From an optimization exercise on the open Yosys and OpenROAD flow, aimed at small area, a short achievable clock period and few clock cycles; shortcuts taken in it are not production practice.
Only simulation tests tie the RTL to the original design; equivalence was not proved.
Power figures rest on the tool's default switching activity, not on a simulated workload.

$ cat run.sh
#!/bin/bash
# synth_recipe.tcl (not shown) runs the flow's synth.tcl, then flattens the netlist and writes it again
# the make line also repeats each setting of config.mk as NAME=value (left out here)
make -C /OpenROAD-flow-scripts/flow DESIGN_CONFIG=/design/flow/config.mk WORK_HOME=/design/flow/orfs CLKGATE_MAP_FILE= SYNTH_SCRIPT=/design/flow/synth_recipe.tcl finish
$ cat config.mk
export PLATFORM = sky130hd
export DESIGN_NAME = cnn_core
export DESIGN_NICKNAME = cnn_core
export VERILOG_FILES = /design/flow/design.v
export SDC_FILE = /design/flow/constraint.sdc
export NUM_CORES = 4
export LEC_CHECK = 0
export CAP_MARGIN = 20
export CORE_MARGIN = 2
export CORE_UTILIZATION = 40
export SLEW_MARGIN = 20
$ cat constraint.sdc
create_clock -name core_clock -period 20.0 [get_ports {clk}]
set_input_delay 4.0000 -clock core_clock [delete_from_list [all_inputs] [get_ports {clk}]]
set_output_delay 4.0000 -clock core_clock [all_outputs]
set_load 0.01 [all_outputs]
$ cat design.v
module cnn_core (
    input             clk,
    input             rst,           
    input             start,
    input      [31:0] cmd,
    input      [7:0]  dim,
    input      [7:0]  cin,
    input      [7:0]  cout,
    input      [7:0]  ksize,
    input      [7:0]  pad,
    input      [7:0]  bias_shift,
    input      [7:0]  out_shift,
    input      [15:0] in_addr,
    input      [15:0] w_addr,
    input      [15:0] bias_addr,
    input      [15:0] out_addr,
    output reg        busy,
    output            done,
    output reg [3:0]  err_code,
    output reg [31:0] err_info,
    output reg        acc_ovf,
    output            mem_req,
    output            mem_we,
    output     [13:0] mem_addr,
    output     [3:0]  mem_be,
    output     [31:0] mem_wdata,
    input             mem_gnt,
    input      [31:0] mem_rdata
);
    localparam OP_CONV = 3'd1, OP_DW = 3'd2, OP_PW = 3'd3, OP_PWF = 3'd4, OP_POOL = 3'd5;
    localparam E_NONE = 4'd0, E_ILLEGAL = 4'd1, E_DIM = 4'd2, E_CHAN = 4'd3,
               E_KERNEL = 4'd4, E_SHIFT = 4'd5;
    localparam T_IDLE = 3'd0, T_CHECK = 3'd1, T_SETUP = 3'd2, T_RUN = 3'd3, T_DONE = 3'd4;
    reg [2:0] tst;
    reg [31:0] cmd_q;
    reg [7:0]  d_q, cin_q, cout_q, k_q, p_q, bs_q, os_q;
    reg [15:0] w_q, b_q;
    wire [2:0] op = cmd_q[2:0];
    wire is_conv = (op == OP_CONV);
    wire is_dw   = (op == OP_DW);
    wire is_pw   = (op == OP_PW);
    wire is_pwf  = (op == OP_PWF);
    wire is_pool = (op == OP_POOL);
    wire has_bias = is_conv | is_pw | is_pwf;
    wire m_bc = is_conv | is_pw;      
    wire m_ln = is_dw;                
    wire m_dt = is_pwf;               
    wire m_pl = is_pool;              
    wire k_ok   = (k_q != 8'd0) && k_q[0];
    wire p_ok   = (p_q == ((k_q - 8'd1) >> 1));
    wire bs_ok  = (bs_q <= 8'd31);
    wire os_ok  = (os_q <= 8'd31);
    reg [3:0]  chk_code;
    reg [31:0] chk_info;
    always @(*) begin
        chk_code = E_NONE;
        chk_info = 32'd0;
        if (cmd_q[31:3] != 29'd0 || op == 3'd0 || op > 3'd5) begin
            chk_code = E_ILLEGAL; chk_info = cmd_q;
        end else if (is_conv) begin
            if (d_q < 8'd2 || d_q[0])              begin chk_code = E_DIM;    chk_info = 32'h18; end
            else if (cin_q < 8'd2 || cin_q[0])     begin chk_code = E_CHAN;   chk_info = 32'h1C; end
            else if (cout_q < 8'd2 || cout_q[0])   begin chk_code = E_CHAN;   chk_info = 32'h20; end
            else if (!k_ok)                        begin chk_code = E_KERNEL; chk_info = 32'h24; end
            else if (!p_ok)                        begin chk_code = E_KERNEL; chk_info = 32'h28; end
            else if (!bs_ok)                       begin chk_code = E_SHIFT;  chk_info = 32'h2C; end
            else if (!os_ok)                       begin chk_code = E_SHIFT;  chk_info = 32'h30; end
        end else if (is_dw) begin
            if (d_q == 8'd0)                       begin chk_code = E_DIM;    chk_info = 32'h18; end
            else if (cin_q == 8'd0)                begin chk_code = E_CHAN;   chk_info = 32'h1C; end
            else if (!k_ok)                        begin chk_code = E_KERNEL; chk_info = 32'h24; end
            else if (!p_ok)                        begin chk_code = E_KERNEL; chk_info = 32'h28; end
            else if (!os_ok)                       begin chk_code = E_SHIFT;  chk_info = 32'h30; end
        end else if (is_pw) begin
            if (d_q == 8'd0)                       begin chk_code = E_DIM;    chk_info = 32'h18; end
            else if (cin_q == 8'd0)                begin chk_code = E_CHAN;   chk_info = 32'h1C; end
            else if (cout_q == 8'd0)               begin chk_code = E_CHAN;   chk_info = 32'h20; end
            else if (!bs_ok)                       begin chk_code = E_SHIFT;  chk_info = 32'h2C; end
            else if (!os_ok)                       begin chk_code = E_SHIFT;  chk_info = 32'h30; end
        end else if (is_pwf) begin
            if (d_q == 8'd0)                       begin chk_code = E_DIM;    chk_info = 32'h18; end
            else if (cin_q < 8'd4 || cin_q[1:0] != 2'd0)
                                                   begin chk_code = E_CHAN;   chk_info = 32'h1C; end
            else if (cout_q < 8'd2 || cout_q[0])   begin chk_code = E_CHAN;   chk_info = 32'h20; end
            else if (!bs_ok)                       begin chk_code = E_SHIFT;  chk_info = 32'h2C; end
            else if (!os_ok)                       begin chk_code = E_SHIFT;  chk_info = 32'h30; end
        end else begin  
            if (d_q < 8'd2 || d_q[0])              begin chk_code = E_DIM;    chk_info = 32'h18; end
            else if (cin_q < 8'd4 || cin_q[1:0] != 2'd0)
                                                   begin chk_code = E_CHAN;   chk_info = 32'h1C; end
        end
    end
    wire [7:0] kc = (is_conv | is_dw) ? k_q : 8'd1;               
    wire [7:0] pc = (is_conv | is_dw) ? {1'b0, k_q[7:1]} : 8'd0;  
    wire [7:0] od = is_pool ? {1'b0, d_q[7:1]} : d_q;             
    wire [7:0] nc = (is_dw | is_pool) ? cin_q : cout_q;
    wire [7:0] chn = m_bc ? cout_q : cin_q;
    wire [3:0] gsz = chn[0] ? 4'd1 : chn[1] ? 4'd2 : chn[2] ? 4'd4 : 4'd8;
    wire contig = (chn == 8'd4) || (chn == 8'd8);    
    wire g8 = (gsz == 4'd8);
    wire [3:0] gmask = (gsz == 4'd1) ? 4'b0001 : (gsz == 4'd2) ? 4'b0011 : 4'b1111;
    function [13:0] hi14;
        input [15:0] a;
        hi14 = a[15:2];
    endfunction
    function [1:0] lo2;
        input [15:0] a;
        lo2 = a[1:0];
    endfunction
    reg [15:0] rs;       
    reg [15:0] wts;      
    reg [15:0] wrs_s;    
    reg [15:0] pwrs;     
    reg [15:0] pwts;     
    localparam K_IN = 2'd1, K_W = 2'd2, K_B = 2'd3;
    reg        rq_v, rq_we;
    reg [13:0] rq_a;
    reg [3:0]  rq_be;
    reg [31:0] rq_wd;
    reg [1:0]  rq_kind;
    reg        rq_emit, rq_bank, rq_iws, rq_gend, rq_fin;
    reg [1:0]  rq_o, rq_xb;
    reg [3:0]  rq_mask, rq_glen;
    reg [2:0]  rq_aidx;
    assign mem_req   = rq_v;
    assign mem_we    = rq_we;
    assign mem_addr  = rq_a;
    assign mem_be    = rq_be;
    assign mem_wdata = rq_wd;
    assign done      = (tst == T_DONE);
    wire slot = !rq_v || mem_gnt;
    reg        t1_v;  reg [1:0] t1_kind; reg t1_emit, t1_bank, t1_iws, t1_gend, t1_fin;
    reg [1:0]  t1_o, t1_xb; reg [3:0] t1_mask, t1_glen; reg [2:0] t1_aidx;
    reg        t2_v;  reg [1:0] t2_kind; reg t2_emit, t2_bank, t2_iws, t2_gend, t2_fin;
    reg [1:0]  t2_o, t2_xb; reg [3:0] t2_mask, t2_glen; reg [2:0] t2_aidx;
    reg [31:0] raw, prev_i, prev_w, iw0, iw1;
    reg        t3_v, t3_bank, t3_gend, t3_fin; reg [2:0] t3_aidx; reg [3:0] t3_glen;
    reg [31:0] xop, wop;
    reg        t4_v, t4_bank, t4_gend, t4_fin; reg [2:0] t4_aidx; reg [3:0] t4_glen;
    reg signed [15:0] pr0, pr1, pr2, pr3;
    always @(posedge clk) begin
        if (rst) begin
            t1_v <= 1'b0; t2_v <= 1'b0;
        end else begin
            t1_v <= rq_v && mem_gnt && !rq_we;
            t2_v <= t1_v;
        end
        t1_kind <= rq_kind; t1_emit <= rq_emit; t1_bank <= rq_bank; t1_iws <= rq_iws;
        t1_gend <= rq_gend; t1_fin <= rq_fin; t1_o <= rq_o; t1_xb <= rq_xb;
        t1_mask <= rq_mask; t1_glen <= rq_glen; t1_aidx <= rq_aidx;
        t2_kind <= t1_kind; t2_emit <= t1_emit; t2_bank <= t1_bank; t2_iws <= t1_iws;
        t2_gend <= t1_gend; t2_fin <= t1_fin; t2_o <= t1_o; t2_xb <= t1_xb;
        t2_mask <= t1_mask; t2_glen <= t1_glen; t2_aidx <= t1_aidx;
        raw <= mem_rdata;
    end
    wire [31:0] prev_sel = (t2_kind == K_IN) ? prev_i : prev_w;
    wire [63:0] fun = {raw, prev_sel};
    reg  [31:0] alw;
    always @(*) begin
        case (t2_o)
            2'd0: alw = raw;
            2'd1: alw = fun[39:8];
            2'd2: alw = fun[47:16];
            default: alw = fun[55:24];
        endcase
    end
    wire [31:0] alw_m = alw & {{8{t2_mask[3]}}, {8{t2_mask[2]}}, {8{t2_mask[1]}}, {8{t2_mask[0]}}};
    reg [31:0] xsel;
    wire [31:0] iwd = t2_iws ? iw1 : iw0;
    reg  [7:0]  xbyte;
    always @(*) begin
        case (t2_xb)
            2'd0: xbyte = iw0[7:0];
            2'd1: xbyte = iw0[15:8];
            2'd2: xbyte = iw0[23:16];
            default: xbyte = iw0[31:24];
        endcase
        if (m_bc)       xsel = {4{xbyte}};
        else if (m_ln)  xsel = iw0;
        else if (m_dt)  xsel = {iwd[31:24], iwd[15:8], iwd[23:16], iwd[7:0]};
        else            xsel = {4{8'd1}};
    end
    reg [7:0] bias [0:7];
    integer bi;
    always @(posedge clk) begin
        if (rst) begin
            t3_v <= 1'b0;
        end else begin
            t3_v <= t2_v && t2_emit && (t2_kind == K_W);
        end
        if (t2_v) begin
            if (t2_kind == K_IN) prev_i <= raw; else prev_w <= raw;
        end
        if (t2_v && t2_emit && t2_kind == K_IN) begin
            if (t2_iws) iw1 <= alw; else iw0 <= alw;
        end
        if (t2_v && t2_emit && t2_kind == K_B) begin
            if (t2_bank) begin
                bias[4] <= alw_m[7:0]; bias[5] <= alw_m[15:8]; bias[6] <= alw_m[23:16]; bias[7] <= alw_m[31:24];
            end else begin
                bias[0] <= alw_m[7:0]; bias[1] <= alw_m[15:8]; bias[2] <= alw_m[23:16]; bias[3] <= alw_m[31:24];
            end
        end
        wop <= alw_m;
        xop <= xsel;
        t3_bank <= t2_bank; t3_gend <= t2_gend; t3_fin <= t2_fin; t3_aidx <= t2_aidx; t3_glen <= t2_glen;
    end
    always @(posedge clk) begin
        if (rst) t4_v <= 1'b0;
        else     t4_v <= t3_v;
        pr0 <= $signed(xop[7:0])   * $signed(wop[7:0]);
        pr1 <= $signed(xop[15:8])  * $signed(wop[15:8]);
        pr2 <= $signed(xop[23:16]) * $signed(wop[23:16]);
        pr3 <= $signed(xop[31:24]) * $signed(wop[31:24]);
        t4_bank <= t3_bank; t4_gend <= t3_gend; t4_fin <= t3_fin; t4_aidx <= t3_aidx; t4_glen <= t3_glen;
    end
    reg signed [39:0] acc [0:7];
    reg [7:0] fresh;
    wire signed [17:0] psum = pr0 + pr1 + pr2 + pr3;
    reg signed [17:0] addv [0:7];
    reg [7:0] awr;
    integer ai, aj;
    always @(*) begin
        for (aj = 0; aj < 8; aj = aj + 1) begin
            awr[aj] = 1'b0;
            addv[aj] = 18'sd0;
        end
        if (t4_v) begin
            if (m_dt) begin
                awr[t4_aidx] = 1'b1;
                addv[t4_aidx] = psum;
            end else begin
                awr[{t4_bank, 2'd0}] = 1'b1; addv[{t4_bank, 2'd0}] = pr0;
                awr[{t4_bank, 2'd1}] = 1'b1; addv[{t4_bank, 2'd1}] = pr1;
                awr[{t4_bank, 2'd2}] = 1'b1; addv[{t4_bank, 2'd2}] = pr2;
                awr[{t4_bank, 2'd3}] = 1'b1; addv[{t4_bank, 2'd3}] = pr3;
            end
        end
    end
    reg        rq_act;         
    reg [2:0]  rq_l;
    reg [3:0]  rq_n;
    reg        rq_f;           
    reg        r1_v, r1_last; reg signed [39:0] r1_a; reg [7:0] r1_b; reg [8:0] r1_pa;
    reg        r2_v, r2_last; reg signed [39:0] r2_e; reg [7:0] r2_pool;
    reg        r3_v, r3_last, r3_ovf; reg [7:0] r3_byte;
    wire       rq_stall;
    reg [15:0] op_ptr;
    reg [31:0] pk_d; reg [3:0] pk_be;
    reg [31:0] wb_d; reg [3:0] wb_be; reg [13:0] wb_a; reg wb_v;
    wire [1:0] pk_lane = op_ptr[1:0];
    wire pk_complete = (pk_lane == 2'd3) || r3_last;
    assign rq_stall = r3_v && pk_complete && wb_v;
    wire pk_take = r3_v && !rq_stall;
    wire rd_acc = rq_act && !rq_stall;
    wire [2:0] rq_lp = {1'b1, rq_l[1:0]};
    always @(posedge clk) begin
        for (ai = 0; ai < 8; ai = ai + 1) begin
            if (awr[ai])
                acc[ai] <= (fresh[ai] ? 40'sd0 : acc[ai]) + {{22{addv[ai][17]}}, addv[ai]};
        end
        if (tst == T_SETUP) begin
            fresh <= 8'hFF;
        end else begin
            for (ai = 0; ai < 8; ai = ai + 1) begin
                if (awr[ai]) fresh[ai] <= 1'b0;
                else if (rd_acc && (rq_l == ai[2:0] || (m_pl && rq_lp == ai[2:0]))) fresh[ai] <= 1'b1;
            end
        end
    end
    wire signed [39:0] bsx = $signed({{32{r1_b[7]}}, r1_b}) <<< bs_q[4:0];
    wire signed [31:0] e32 = r2_e[31:0];
    wire signed [31:0] shd = e32 >>> os_q[4:0];
    wire e_ovf = (r2_e[39:31] != 9'd0) && (r2_e[39:31] != 9'h1FF);
    wire [7:0] q_out = (shd > 32'sd127) ? 8'h7f : (shd < -32'sd128) ? 8'h80 : shd[7:0];
    wire [8:0] pl_a = r1_a[8:0];
    wire [8:0] pl_t = ($signed({pl_a[8], pl_a}) + 10'sd1) >>> 1;
    wire [8:0] pl_u = ($signed({r1_pa[8], r1_pa}) + 10'sd1) >>> 1;
    wire [9:0] pl_s = $signed({pl_t[8], pl_t}) + $signed({pl_u[8], pl_u}) + 10'sd1;
    wire [7:0] pl_o = pl_s[8:1];
    always @(posedge clk) begin
        if (rst || tst == T_IDLE) begin
            rq_act <= 1'b0; r1_v <= 1'b0; r2_v <= 1'b0; r3_v <= 1'b0;
        end else begin
            if (t4_v && t4_gend) begin
                rq_act <= 1'b1; rq_l <= 3'd0; rq_n <= t4_glen; rq_f <= t4_fin;
            end else if (rd_acc) begin
                rq_l <= rq_l + 3'd1;
                if ({1'b0, rq_l} == rq_n - 4'd1) rq_act <= 1'b0;
            end
            if (!rq_stall) begin
                r1_v <= rq_act;
                r2_v <= r1_v;
                r3_v <= r2_v;
            end
        end
        if (!rq_stall) begin
            r1_a <= fresh[rq_l] ? 40'sd0 : acc[rq_l];
            r1_pa <= acc[rq_lp][8:0];
            r1_b <= has_bias ? bias[rq_l] : 8'd0;
            r1_last <= rq_f && ({1'b0, rq_l} == rq_n - 4'd1);
            r2_e <= r1_a + bsx;
            r2_pool <= pl_o;
            r2_last <= r1_last;
            r3_byte <= m_pl ? r2_pool : q_out;
            r3_last <= r2_last;
            r3_ovf  <= r2_v && e_ovf;
        end
    end
    localparam F_IDLE = 5'd0, F_NEXTG = 5'd1, F_PIX = 5'd2, F_GRP = 5'd3, F_RSTART = 5'd4,
               F_BPRE = 5'd5, F_BEMIT = 5'd6,
               F_BIPRE = 5'd7, F_BIEM0 = 5'd8, F_BWPRE = 5'd9, F_BWEM = 5'd10, F_BINX = 5'd11,
               F_LELEM = 5'd12, F_LIPRE = 5'd13, F_LWPRE = 5'd14, F_LIEM = 5'd15, F_LWEM = 5'd16,
               F_DHST = 5'd17, F_DIPRE = 5'd18, F_DIEM0 = 5'd19, F_DIEM1 = 5'd20, F_DPST = 5'd21,
               F_DWPRE = 5'd22, F_DWEM = 5'd23,
               F_PCH = 5'd24, F_PWPRE = 5'd25, F_PWEM = 5'd26, F_END = 5'd27;
    reg [4:0]  fst;
    reg [7:0]  y, x, co0;
    reg [15:0] inrow0, wrow0, qcol, wcol, ib, wb;
    reg [7:0]  nr, nq;
    reg [15:0] irs, wrs;            
    reg [7:0]  ri, kxi, cii;        
    reg        sidx;                
    reg [1:0]  xb;                  
    reg [13:0] ipw, wpw;            
    reg [1:0]  i_o, w_o;            
    reg [15:0] ich, wch;            
    reg        gfirst;              
    reg [7:0]  hoff;                
    reg [7:0]  pp;                  
    reg [1:0]  uu;                  
    reg [1:0]  tt;                  
    reg [15:0] dwg;                 
    wire [8:0] yv = {1'b0, y};
    wire [8:0] xv = {1'b0, x};
    wire [8:0] pv = {1'b0, pc};
    wire [8:0] hi_base = {1'b0, d_q} - 9'd1 + pv;                  
    wire [8:0] hy = hi_base - yv;
    wire [8:0] hx = hi_base - xv;
    wire [8:0] kcm1 = {1'b0, kc} - 9'd1;
    wire [8:0] loy = (yv < pv) ? (pv - yv) : 9'd0;
    wire [8:0] lox = (xv < pv) ? (pv - xv) : 9'd0;
    wire [8:0] hiy = (hy < kcm1) ? hy : kcm1;
    wire [8:0] hix = (hx < kcm1) ? hx : kcm1;
    wire [8:0] nr_c = hiy - loy + 9'd1;
    wire [8:0] nq_c = hix - lox + 9'd1;
    wire [7:0] npair_rem = {1'b0, cout_q[7:1]} - {1'b0, co0[7:1]};    
    wire [3:0] dt_np = (npair_rem >= 8'd4) ? 4'd4 : npair_rem[3:0];
    wire [3:0] glen = m_dt ? {dt_np[2:0], 1'b0} : m_pl ? 4'd4 : gsz;
    wire [7:0] gstep = {4'd0, glen};
    wire last_grp = ({1'b0, co0} + {1'b0, gstep}) >= {1'b0, nc};
    wire last_pix = (y == od - 8'd1) && (x == od - 8'd1);
    wire first_pix = (y == 8'd0) && (x == 8'd0);
    wire single_grp = m_dt ? (cout_q <= 8'd8) : contig;
    wire need_bias = has_bias && (!single_grp || first_pix);
    wire last_s   = (sidx == g8);
    wire last_ci  = (cii == cin_q - 8'd1);
    wire last_kx  = (kxi == nq - 8'd1);
    wire last_row = (ri == nr - 8'd1);
    wire bc_last_elem = last_ci && last_kx;
    wire [15:0] irs_n = irs + rs;
    wire [15:0] wrs_n = wrs + wrs_s;
    wire [15:0] wch_bc = wch + {8'd0, cout_q};
    wire [15:0] ich_ln = ich + {8'd0, cin_q};
    wire [15:0] wch_ln = wch + {8'd0, cin_q};
    wire [8:0]  cin_rem = {1'b0, cin_q} - {1'b0, hoff};
    wire        nch8 = (cin_rem >= 9'd8);
    wire        dt_contig = (cin_q <= 8'd8);
    wire [15:0] cin2 = {7'd0, cin_q, 1'b0};
    wire        last_u = nch8 ? (uu == 2'd3) : (uu == 2'd1);
    wire        last_p = ({4'd0, pp} == {4'd0, dt_np} - 8'd1);
    wire        last_h = !nch8 || (cin_rem == 9'd8);
    reg  [15:0] pl_off;
    always @(*) begin
        case (tt)
            2'd0: pl_off = {8'd0, cin_q};
            2'd1: pl_off = rs;
            default: pl_off = wts;
        endcase
    end
    wire [15:0] pl_next = ib + {8'd0, co0} + pl_off;    
    wire gend_fly = (rq_v && !rq_we && rq_gend) || (t1_v && t1_gend) || (t2_v && t2_gend) ||
                    (t3_v && t3_gend) || (t4_v && t4_gend);
    wire drain_ok = !gend_fly && !rq_act;
    reg        f_rd;            
    reg        f_acc;           
    reg [1:0]  f_kind;
    reg        f_emit;
    reg [13:0] f_a;
    reg [1:0]  f_o;
    reg [3:0]  f_mask;
    reg        f_bank, f_iws, f_gend;
    reg [1:0]  f_xb;
    reg [2:0]  f_aidx;
    always @(*) begin
        f_rd = 1'b0; f_acc = 1'b0; f_kind = K_W; f_emit = 1'b0; f_a = wpw; f_o = w_o;
        f_mask = 4'b1111; f_bank = 1'b0; f_iws = 1'b0; f_gend = 1'b0; f_xb = xb; f_aidx = 3'd0;
        case (fst)
            F_BPRE:  begin f_rd = 1'b1; f_kind = K_B; end
            F_BEMIT: begin
                f_rd = 1'b1; f_kind = K_B; f_emit = 1'b1; f_acc = 1'b1; f_bank = sidx;
                f_mask = (sidx == 1'b0) ? ((glen >= 4'd4) ? 4'b1111 : (glen == 4'd2) ? 4'b0011 : 4'b0001)
                                         : ((glen == 4'd8) ? 4'b1111 : 4'b0011);
            end
            F_BIPRE: begin f_rd = 1'b1; f_kind = K_IN; f_a = ipw; f_o = i_o; end
            F_BIEM0, F_BINX: begin f_rd = 1'b1; f_kind = K_IN; f_emit = 1'b1; f_a = ipw; f_o = i_o; end
            F_BWPRE: begin f_rd = 1'b1; end
            F_BWEM:  begin
                f_rd = 1'b1; f_acc = 1'b1; f_emit = 1'b1; f_bank = sidx; f_mask = gmask;
                f_gend = last_s && bc_last_elem && last_row;
            end
            F_LIPRE: begin f_rd = 1'b1; f_kind = K_IN; f_a = ipw; f_o = i_o; end
            F_LWPRE: begin f_rd = 1'b1; end
            F_LIEM:  begin f_rd = 1'b1; f_kind = K_IN; f_emit = 1'b1; f_a = ipw; f_o = i_o; end
            F_LWEM:  begin
                f_rd = 1'b1; f_acc = 1'b1; f_emit = 1'b1; f_bank = sidx; f_mask = gmask;
                f_gend = last_s && last_kx && last_row;
            end
            F_DIPRE: begin f_rd = 1'b1; f_kind = K_IN; f_a = ipw; f_o = i_o; end
            F_DIEM0: begin f_rd = 1'b1; f_kind = K_IN; f_emit = 1'b1; f_a = ipw; f_o = i_o; end
            F_DIEM1: begin f_rd = 1'b1; f_kind = K_IN; f_emit = 1'b1; f_a = ipw; f_o = i_o; f_iws = 1'b1; end
            F_DWPRE: begin f_rd = 1'b1; end
            F_DWEM:  begin
                f_rd = 1'b1; f_acc = 1'b1; f_emit = 1'b1; f_iws = uu[1];
                f_aidx = {pp[1:0], uu[0]};
                f_gend = last_u && last_p && last_h;
            end
            F_PWPRE: begin f_rd = 1'b1; end
            F_PWEM:  begin
                f_rd = 1'b1; f_acc = 1'b1; f_emit = 1'b1; f_bank = tt[1];
                f_gend = (tt == 2'd3);
            end
            default: ;
        endcase
    end
    wire f_block = f_acc && gfirst && !drain_ok;
    wire wr_issue = slot && wb_v;
    wire rd_issue = slot && !wb_v && f_rd && !f_block;
    wire f_go = rd_issue || (!f_rd && fst != F_IDLE && fst != F_END);
    always @(posedge clk) begin
        if (rst) begin
            rq_v <= 1'b0;
        end else if (slot) begin
            rq_v <= wr_issue || rd_issue;
        end
        if (slot) begin
            if (wb_v) begin
                rq_we <= 1'b1; rq_a <= wb_a; rq_be <= wb_be; rq_wd <= wb_d;
                rq_gend <= 1'b0;
            end else begin
                rq_we <= 1'b0; rq_a <= f_a; rq_be <= 4'b1111;
                rq_gend <= f_gend;
            end
            rq_kind <= f_kind; rq_emit <= f_emit; rq_o <= f_o; rq_mask <= f_mask;
            rq_bank <= f_bank; rq_iws <= f_iws; rq_xb <= f_xb; rq_aidx <= f_aidx;
            rq_fin <= last_grp && last_pix; rq_glen <= glen;
        end
    end
    wire [31:0] pk_dn = pk_lane == 2'd0 ? {pk_d[31:8], r3_byte} :
                        pk_lane == 2'd1 ? {pk_d[31:16], r3_byte, pk_d[7:0]} :
                        pk_lane == 2'd2 ? {pk_d[31:24], r3_byte, pk_d[15:0]} :
                                          {r3_byte, pk_d[23:0]};
    wire [3:0]  pk_ben = pk_be | (4'b0001 << pk_lane);
    always @(posedge clk) begin
        if (rst) begin
            wb_v <= 1'b0; pk_be <= 4'd0;
        end else begin
            if (tst == T_IDLE && start) begin
                op_ptr <= out_addr;
                pk_be <= 4'd0;
            end
            if (pk_take) begin
                op_ptr <= op_ptr + 16'd1;
                if (pk_complete) begin
                    wb_d <= pk_dn; wb_be <= pk_ben; wb_a <= op_ptr[15:2];
                    pk_be <= 4'd0;
                end else begin
                    pk_d <= pk_dn; pk_be <= pk_ben;
                end
            end
            if (pk_take && pk_complete) wb_v <= 1'b1;
            else if (wr_issue)          wb_v <= 1'b0;
        end
    end
    reg [2:0]  su;          
    reg        su_ld;       
    reg [7:0]  mu_cnt;
    reg [15:0] mu_acc, mu_m;
    wire quiet = !rq_v && !t1_v && !t2_v && !t3_v && !t4_v && !rq_act &&
                 !r1_v && !r2_v && !r3_v && !wb_v && (pk_be == 4'd0);
    always @(posedge clk) begin
        if (rst) begin
            tst      <= T_IDLE;
            busy     <= 1'b0;
            err_code <= 4'd0;
            err_info <= 32'd0;
            acc_ovf  <= 1'b0;
            fst      <= F_IDLE;
        end else begin
            case (tst)
            T_IDLE: begin
                if (start) begin
                    cmd_q  <= cmd;
                    d_q    <= dim;   cin_q <= cin;  cout_q <= cout;
                    k_q    <= ksize; p_q   <= pad;
                    bs_q   <= bias_shift; os_q <= out_shift;
                    w_q    <= w_addr; b_q <= bias_addr;
                    inrow0 <= in_addr;
                    busy     <= 1'b1;
                    err_code <= 4'd0;
                    err_info <= 32'd0;
                    acc_ovf  <= 1'b0;
                    tst      <= T_CHECK;
                end
            end
            T_CHECK: begin
                if (chk_code != E_NONE) begin
                    err_code <= chk_code;
                    err_info <= chk_info;
                    tst      <= T_DONE;
                end else begin
                    tst   <= T_SETUP;
                    su    <= 3'd0;
                    su_ld <= 1'b1;
                end
            end
            T_SETUP: begin
                if (su_ld) begin
                    su_ld  <= 1'b0;
                    mu_acc <= 16'd0;
                    case (su)
                        3'd0: begin mu_cnt <= cin_q; mu_m <= {8'd0, d_q}; end                   
                        3'd1: begin mu_cnt <= m_bc ? cin_q : 8'd1;
                                    mu_m <= m_bc ? {8'd0, cout_q} : {8'd0, cin_q}; end          
                        3'd2: begin mu_cnt <= kc; mu_m <= wts; end                              
                        3'd3: begin mu_cnt <= pc; mu_m <= wrs_s; end                            
                        default: begin mu_cnt <= pc; mu_m <= wts; end                           
                    endcase
                end else if (mu_cnt != 8'd0) begin
                    mu_acc <= mu_acc + mu_m;
                    mu_cnt <= mu_cnt - 8'd1;
                end else begin
                    su_ld <= 1'b1;
                    su    <= su + 3'd1;
                    case (su)
                        3'd0: rs    <= mu_acc;
                        3'd1: wts   <= m_pl ? (rs + {8'd0, cin_q}) : mu_acc;
                        3'd2: wrs_s <= mu_acc;
                        3'd3: pwrs  <= mu_acc;
                        default: begin
                            pwts <= mu_acc;
                            tst    <= T_RUN;
                            fst    <= F_PIX;
                            y <= 8'd0; x <= 8'd0; co0 <= 8'd0;
                            wrow0 <= w_q + pwrs;
                            qcol  <= 16'd0;
                            wcol  <= mu_acc;
                            dwg   <= w_q;
                        end
                    endcase
                end
            end
            T_RUN: begin
                if (fst == F_END && quiet) tst <= T_DONE;
            end
            T_DONE: begin
                busy <= 1'b0;
                fst  <= F_IDLE;
                tst  <= T_IDLE;
            end
            default: tst <= T_IDLE;
            endcase
            if (r3_v && !rq_stall && !m_pl && r3_ovf) acc_ovf <= 1'b1;
            if (tst == T_RUN && f_go) begin
                if (f_rd && f_acc && f_emit) gfirst <= 1'b0;
                case (fst)
                F_NEXTG: begin
                    if (last_grp) begin
                        co0 <= 8'd0;
                        dwg <= w_q;
                        if (last_pix) begin
                            fst <= F_END;
                        end else begin
                            fst <= F_PIX;
                            if (x == od - 8'd1) begin
                                x <= 8'd0;
                                y <= y + 8'd1;
                                qcol <= 16'd0;
                                wcol <= pwts;
                                if (m_pl)            inrow0 <= inrow0 + {rs[14:0], 1'b0};
                                else if (y >= pc)    inrow0 <= inrow0 + rs;
                                if (y < pc)          wrow0 <= wrow0 - wrs_s;
                            end else begin
                                x <= x + 8'd1;
                                if (m_pl)            qcol <= qcol + {7'd0, cin_q, 1'b0};
                                else if (x >= pc)    qcol <= qcol + {8'd0, cin_q};
                                if (x < pc)          wcol <= wcol - wts;
                            end
                        end
                    end else begin
                        co0 <= co0 + gstep;
                        dwg <= dwg + {5'd0, cin_q, 3'd0};
                        fst <= F_GRP;
                    end
                end
                F_PIX: begin
                    nr <= nr_c[7:0];
                    nq <= nq_c[7:0];
                    ib <= inrow0 + qcol;
                    wb <= wrow0 + wcol;
                    fst <= F_GRP;
                end
                F_GRP: begin
                    gfirst <= 1'b1;
                    ri <= 8'd0; kxi <= 8'd0; cii <= 8'd0; sidx <= 1'b0; xb <= 2'd0;
                    hoff <= 8'd0; pp <= 8'd0; uu <= 2'd0; tt <= 2'd0;
                    irs <= ib + (m_ln ? {8'd0, co0} : 16'd0);
                    wrs <= wb + {8'd0, co0};
                    if (need_bias) begin
                        wpw <= (b_q + {8'd0, co0}) >> 2;
                        w_o <= b_q[1:0] + co0[1:0];
                        fst <= ((b_q[1:0] + co0[1:0]) != 2'd0) ? F_BPRE : F_BEMIT;
                    end else begin
                        fst <= F_RSTART;
                    end
                end
                F_BPRE: begin
                    wpw <= wpw + 14'd1;
                    fst <= F_BEMIT;
                end
                F_BEMIT: begin
                    wpw <= wpw + 14'd1;
                    if (sidx == 1'b0 && glen > 4'd4) sidx <= 1'b1;
                    else begin
                        sidx <= 1'b0;
                        fst  <= F_RSTART;
                    end
                end
                F_RSTART: begin
                    if (m_dt) begin
                        fst <= F_DHST;
                    end else if (m_pl) begin
                        begin wpw <= hi14(ib + {8'd0, co0}); w_o <= lo2(ib + {8'd0, co0}); wch <= ib + {8'd0, co0}; end
                        fst <= F_PCH;
                    end else begin
                        begin ipw <= hi14(irs); i_o <= lo2(irs); ich <= irs; end
                        begin wpw <= hi14(wrs); w_o <= lo2(wrs); wch <= wrs; end
                        fst <= m_bc ? ((irs[1:0] != 2'd0) ? F_BIPRE : F_BIEM0) : F_LELEM;
                    end
                end
                F_BIPRE: begin
                    ipw <= ipw + 14'd1;
                    fst <= F_BIEM0;
                end
                F_BIEM0: begin
                    ipw <= ipw + 14'd1;
                    fst <= (w_o != 2'd0) ? F_BWPRE : F_BWEM;
                end
                F_BWPRE: begin
                    wpw <= wpw + 14'd1;
                    fst <= F_BWEM;
                end
                F_BWEM: begin
                    wpw <= wpw + 14'd1;
                    if (!last_s) begin
                        sidx <= 1'b1;
                    end else begin
                        sidx <= 1'b0;
                        xb   <= xb + 2'd1;
                        if (last_ci) begin
                            cii <= 8'd0;
                            kxi <= kxi + 8'd1;
                        end else begin
                            cii <= cii + 8'd1;
                        end
                        if (bc_last_elem) begin
                            kxi <= 8'd0; cii <= 8'd0; xb <= 2'd0;
                            if (last_row) begin
                                fst <= F_NEXTG;
                            end else begin
                                ri  <= ri + 8'd1;
                                irs <= irs_n;
                                wrs <= wrs_n;
                                begin ipw <= hi14(irs_n); i_o <= lo2(irs_n); ich <= irs_n; end
                                begin wpw <= hi14(wrs_n); w_o <= lo2(wrs_n); wch <= wrs_n; end
                                fst <= (irs_n[1:0] != 2'd0) ? F_BIPRE : F_BIEM0;
                            end
                        end else begin
                            if (!contig) begin
                                begin wpw <= hi14(wch_bc); w_o <= lo2(wch_bc); wch <= wch_bc; end
                            end
                            if (xb == 2'd3)
                                fst <= F_BINX;
                            else if (!contig && wch_bc[1:0] != 2'd0)
                                fst <= F_BWPRE;
                            else
                                fst <= F_BWEM;
                        end
                    end
                end
                F_BINX: begin
                    ipw <= ipw + 14'd1;
                    fst <= (!contig && w_o != 2'd0) ? F_BWPRE : F_BWEM;
                end
                F_LELEM: begin
                    fst <= (i_o != 2'd0) ? F_LIPRE : (w_o != 2'd0) ? F_LWPRE : F_LIEM;
                end
                F_LIPRE: begin
                    ipw <= ipw + 14'd1;
                    fst <= (w_o != 2'd0) ? F_LWPRE : F_LIEM;
                end
                F_LWPRE: begin
                    wpw <= wpw + 14'd1;
                    fst <= F_LIEM;
                end
                F_LIEM: begin
                    ipw <= ipw + 14'd1;
                    fst <= F_LWEM;
                end
                F_LWEM: begin
                    wpw <= wpw + 14'd1;
                    if (!last_s) begin
                        sidx <= 1'b1;
                        fst  <= F_LIEM;
                    end else begin
                        sidx <= 1'b0;
                        if (last_kx) begin
                            kxi <= 8'd0;
                            if (last_row) begin
                                fst <= F_NEXTG;
                            end else begin
                                ri  <= ri + 8'd1;
                                irs <= irs_n;
                                wrs <= wrs_n;
                                begin ipw <= hi14(irs_n); i_o <= lo2(irs_n); ich <= irs_n; end
                                begin wpw <= hi14(wrs_n); w_o <= lo2(wrs_n); wch <= wrs_n; end
                                fst <= F_LELEM;
                            end
                        end else begin
                            kxi <= kxi + 8'd1;
                            if (!contig) begin
                                begin ipw <= hi14(ich_ln); i_o <= lo2(ich_ln); ich <= ich_ln; end
                                begin wpw <= hi14(wch_ln); w_o <= lo2(wch_ln); wch <= wch_ln; end
                                fst <= F_LELEM;
                            end else begin
                                fst <= F_LIEM;
                            end
                        end
                    end
                end
                F_DHST: begin
                    begin ipw <= hi14(ib + {8'd0, hoff}); i_o <= lo2(ib + {8'd0, hoff}); ich <= ib + {8'd0, hoff}; end
                    fst <= ((ib[1:0] + hoff[1:0]) != 2'd0) ? F_DIPRE : F_DIEM0;
                end
                F_DIPRE: begin
                    ipw <= ipw + 14'd1;
                    fst <= F_DIEM0;
                end
                F_DIEM0: begin
                    ipw <= ipw + 14'd1;
                    fst <= nch8 ? F_DIEM1 : F_DPST;
                end
                F_DIEM1: begin
                    ipw <= ipw + 14'd1;
                    fst <= F_DPST;
                end
                F_DPST: begin
                    begin wpw <= hi14(dwg + {7'd0, hoff, 1'b0}); w_o <= lo2(dwg + {7'd0, hoff, 1'b0}); wch <= dwg + {7'd0, hoff, 1'b0}; end
                    fst <= ((dwg[1:0]) != 2'd0) ? F_DWPRE : F_DWEM;
                end
                F_DWPRE: begin
                    wpw <= wpw + 14'd1;
                    fst <= F_DWEM;
                end
                F_DWEM: begin
                    wpw <= wpw + 14'd1;
                    uu  <= uu + 2'd1;
                    if (last_u) begin
                        uu <= 2'd0;
                        if (last_p) begin
                            pp <= 8'd0;
                            if (last_h) begin
                                fst <= F_NEXTG;
                            end else begin
                                hoff <= hoff + 8'd8;
                                fst  <= F_DHST;
                            end
                        end else begin
                            pp <= pp + 8'd1;
                            if (!dt_contig) begin
                                begin wpw <= hi14(wch + cin2); w_o <= lo2(wch + cin2); wch <= wch + cin2; end
                                fst <= ((wch[1:0] + cin2[1:0]) != 2'd0) ? F_DWPRE : F_DWEM;
                            end
                        end
                    end
                end
                F_PCH: begin
                    fst <= (w_o != 2'd0) ? F_PWPRE : F_PWEM;
                end
                F_PWPRE: begin
                    wpw <= wpw + 14'd1;
                    fst <= F_PWEM;
                end
                F_PWEM: begin
                    wpw <= wpw + 14'd1;
                    tt  <= tt + 2'd1;
                    if (tt == 2'd3) begin
                        fst <= F_NEXTG;
                    end else begin
                        begin wpw <= hi14(pl_next); w_o <= lo2(pl_next); wch <= pl_next; end
                        fst <= F_PCH;
                    end
                end
                default: ;
                endcase
            end
        end
    end
endmodule
==> flow_metrics.py <==
metrics = {
    "outcome": {
        "status": "complete, no violations",
    },
    "power_and_ir_drop": {
        "p_per_area_mw_per_mm2": 85.71,
        "p_int_mw": 7.291,
        "power_frac_clock_pct": 32.4,
        "vdd_drop_max_uv": 350.0,
        "switching_power_mw": 4.066,
        "power_frac_seq_pct": 35.1,
        "power_frac_comb_pct": 32.5,
        "p_sw_share_pct": 35.80,
        "p_leak_nw": 52.59,
    },
    "die": {
        "io-pin-count": 279,
        "dieHeight_um": 547.7,
        "die_w_um": 547.7,
        "design.die.area_sq_mm": 0.3000,
        "initial_core_util_pct": 40.21,
        "core_sq_mm": 0.2941,
        "rows": 199,
    },
    "min_path": {
        "hold_path_end": "t3_glen[2]",
        "min_path_cells": 0,
        "min_path_type": "flip-flop to flip-flop",
        "hp-start": "t2_glen[2]",
    },
    "global_route": {
        "grt_pass1_vias": 94610,
        "use_met3_pct": 4.358,
        "grt_usage_pct": 26.61,
        "grt_overflow_total": 0,
        "top_usage_layer": "met2",
        "antenna_found_initial": 37,
        "grt_max_degree": 73,
        "met2_usage_pct": 41.84,
        "use_met1_pct": 35.91,
        "grt_pass1_wl_mm": 608.8,
    },
    "setup_path": {
        "r2r_cells": 35,
        "rr_startpoint": "cmd_q[0]",
        "regToRegSetupSlack_ns": 11.97,
        "end_kind": "flip-flop",
        "slowest_stage": "edfxtp_1",
        "r2r-end": "nr[7]",
        "crit_fanout": 16,
        "start_kind": "flip-flop",
        "worstPathRequired_ns": 20.63,
        "critPathArrivalTime_ns": 8.65,
        "critPathKind": "flip-flop to flip-flop",
        "slowest_delay_ns": 0.79,
    },
    "placed_design": {
        "postPlaceCellArea_sq_mm": 0.1259,
        "hpwl_mm": 317.8,
        "place_ws_ns": 12.13,
        "routabilityCongestion": 0.9937,
        "port_buffers": 277,
        "placed_cells": 15970,
    },
    "routing": {
        "drt-total-wl_mm": 411.2,
        "drc_errors": 0,
        "ant_nets": 0,
        "drtIter0Drc": 9537,
        "post_drt_wl_per_cell_um": 25.16,
        "routed_via_density": 5.911,
        "dr.pass1.iters": 10,
        "vias": 96630,
    },
    "sta": {
        "hold_viol": 0,
        "final.setup.tns_ns": 0,
        "fin_crit_ns": 8.025,
        "setup_slack_ns": 11.97,
        "min_period_over_period_pct": 40.13,
        "setup-violations-final": 0,
        "maxSlewViolCount": 0,
        "rsz0062_at_grt": "no",
        "clock_skew_ns": 0.05787,
        "worstMarginPinSlew_ns": 1.283,
        "slew-limit-headroom_pct": 14.24,
        "max_freq_mhz": 124.6,
    },
    "flow_run": {
        "drv_cap": 0,
    },
    "cts": {
        "htreeDepth": 4,
        "clock_latency_ns": 0.89,
        "root_buffer": "clkbuf_16",
        "cts_tree": "done",
        "post-cts-setup-buffer-count": 0,
        "cts_max_path_buffers": 4,
        "clkTransAtPathRegs_ns": 0.06,
        "cts.repair.resized": 0,
        "hold_buffers": 0,
        "cts_buffers": 197,
        "clock_sinks": 1622,
    },
    "synthesis": {
        "synth_top_flop_cell": "edfxtp_1",
        "ys_seq_area_share_pct": 38.69,
        "synth_top_area_share_pct": 33.70,
        "synth_warnings": 4,
        "synth_seq_cells": 1622,
        "syn_area_sq_mm": 0.1182,
        "syn-num-nets": 13450,
        "async_flop_share_pct": 0,
        "synth_area_leaders": "edfxtp_1 34%, ha_1 9.7%, fa_1 5.0%",
        "synth_most_common_cell": "edfxtp_1",
        "syn_inst": 12050,
        "synth_common_cells": "1327 x edfxtp_1, 1074 x nand2_1, 914 x ha_1",
        "ys_types": 98,
        "synth_edf_count": 1327,
        "syn_area_per_cell_sq_um": 9.812,
        "synth_top_area_cell": "edfxtp_1",
    },
    "cells_and_area": {
        "nNetsFinal": 13650,
        "drive_gt1_share_pct": 6.989,
        "syn_to_final_growth_pct": 12.06,
        "stdcell_count": 16350,
        "fin_area_sq_mm": 0.1325,
        "fillCellCount": 27710,
    },
}
==> per-stage QoR <==
step / total power, mW / utilization, % / hold slack (ns)
6_report: 11.36 / 45.06 / 0.3194
5_1_grt: 11.85 / 45.06 / 0.3290
4_1_cts: 11.36 / 45.03 / 0.3235
3_5_place_dp: 7.657 / 42.81 / 0.3121
3_3_place_gp: 7.605 / 42.80 / 0.3107
2_1_floorplan: 6.237 / - / 0.3096
==> worst max path at each step <==
stage | slack, ns | from | to
after CTS | 12.10 | cmd_q[0] | nr[7]
final | 11.97 | cmd_q[0] | nr[7]
after global routing | 11.37 | cmd_q[0] | nr[7]
after floorplan | 9.28 | mem_gnt | ib[0]
after global placement | 12.11 | cmd_q[0] | nq[7]
after detailed placement | 12.13 | cmd_q[0] | nr[7]
==> registers in the layout, summed over array words and instances (netlist names), 32 cells and up, named ones only <==
name      flops
acc         320
bias         64
r1_a         40
r2_e         40
cmd_q        32
err_info     32
iw0          32
iw1          32
pk_d         32
raw          32
rq_wd        32
wb_d         32
wop          32
xop          32
==> critical path: cells and delay by family, from the launching register on <==
family,cells,cell delay [ns]
buf+inv,4,0.23
xor+xnor,5,0.79
compound gates,10,1.52
simple gates,8,1.81
fa+ha+maj,8,2.66
flops,1,0.79
==> per-layer routing <==
layer / routed length, um / up-vias
met2: 182800 / 4001
met1: 176000 / 47300
met5: 233 / -
met3: 31540 / 884
li1: - / 44400
met4: 20640 / 36
==> logic make-up (layout without fill, tap and decap cells) <==
kind of cell | after synthesis | after routing | share of synthesized area (%)
AND/OR/NAND/NOR | 3726 | 3726 | 15.37
AO/OA/AOI/OAI | 3089 | 3089 | 17.05
flip-flops | 1622 | 1622 | 38.69
adder cells (fa/ha/maj) | 1211 | 1211 | 14.70
buffers and inverters | 1159 | 1526 | 3.725
XOR/XNOR | 885 | 885 | 6.578
multiplexers | 359 | 359 | 3.881
other | 1 | 10 | 0.003171
==> power groups by stage <==
| stage | Combinational [mW] | Clock, mW | Sequential (mW) |
|---|---|---|---|
| after floorplan | 2.29 | 0 | 3.95 |
| after global placement | 3.56 | 0 | 4.05 |
| after detailed placement | 3.60 | 0 | 4.05 |
| after CTS | 3.62 | 3.76 | 3.98 |
| after global routing | 3.98 | 3.88 | 3.99 |
| final | 3.69 | 3.68 | 3.99 |
==> layout make-up <==
type / count / area, sq um / area share, %
flip-flops and latches: 1622 / 45760 / 34.53
multi-input cells: 9271 / 68520 / 51.71
clock buffers: 263 / 5478 / 4.134
clock inverters: 100 / 1036 / 0.7818
diodes: 9 / 22.52 / 0.01700
repair buffers: 452 / 4109 / 3.101
well taps: 3919 / 4903 / 3.701
inverters: 711 / 2674 / 2.018
==> layout by cell type (no fill, tap or decap), drive strengths merged, types with 260 or more instances in the layout <==
master         Yosys  routed
nor2             865     865
nand2           1074    1074
fa               297     297
clkbuf           379     265
dfxtp            295     295
ha               914     914
xnor2            623     623
clkdlybuf4s50      0     276
o21ai            614     614
inv              708     723
nor2b            532     532
a21oi            847     847
edfxtp          1327    1327
xor2             260     260
a21o             267     267
Testbench counts, summed over its fixed seeds: cycles 97,041.

==> what the ideal ports hide <==
The results above use ideal ports. As a check the final layout listed here was re-extracted and re-timed, cells and wires unchanged. Step 1: set_driving_cell puts a clkbuf_16 on clk and a buf_2 on each other input, an assumption about the parent block. Step 2 adds t to the input delays and takes it off the output delays; t is the mean of the earliest and latest rising clock arrival at the registers after step 1. Input paths then give back, and output paths get back, about the clock's delay inside the block. Slacks: no drivers / after step 1 / after step 2; pairs: no drivers / after step 1.
t (ns): 0.973
slack for setup (ns): 11.975 / 11.975 / 11.975
slew at the worst register clock pin (ns): 0.07 / 0.07
After both steps this run still meets setup and hold. For this run, drivers alone change the setup slack by 0.000 ns; drivers and shift together by 0.000 ns.
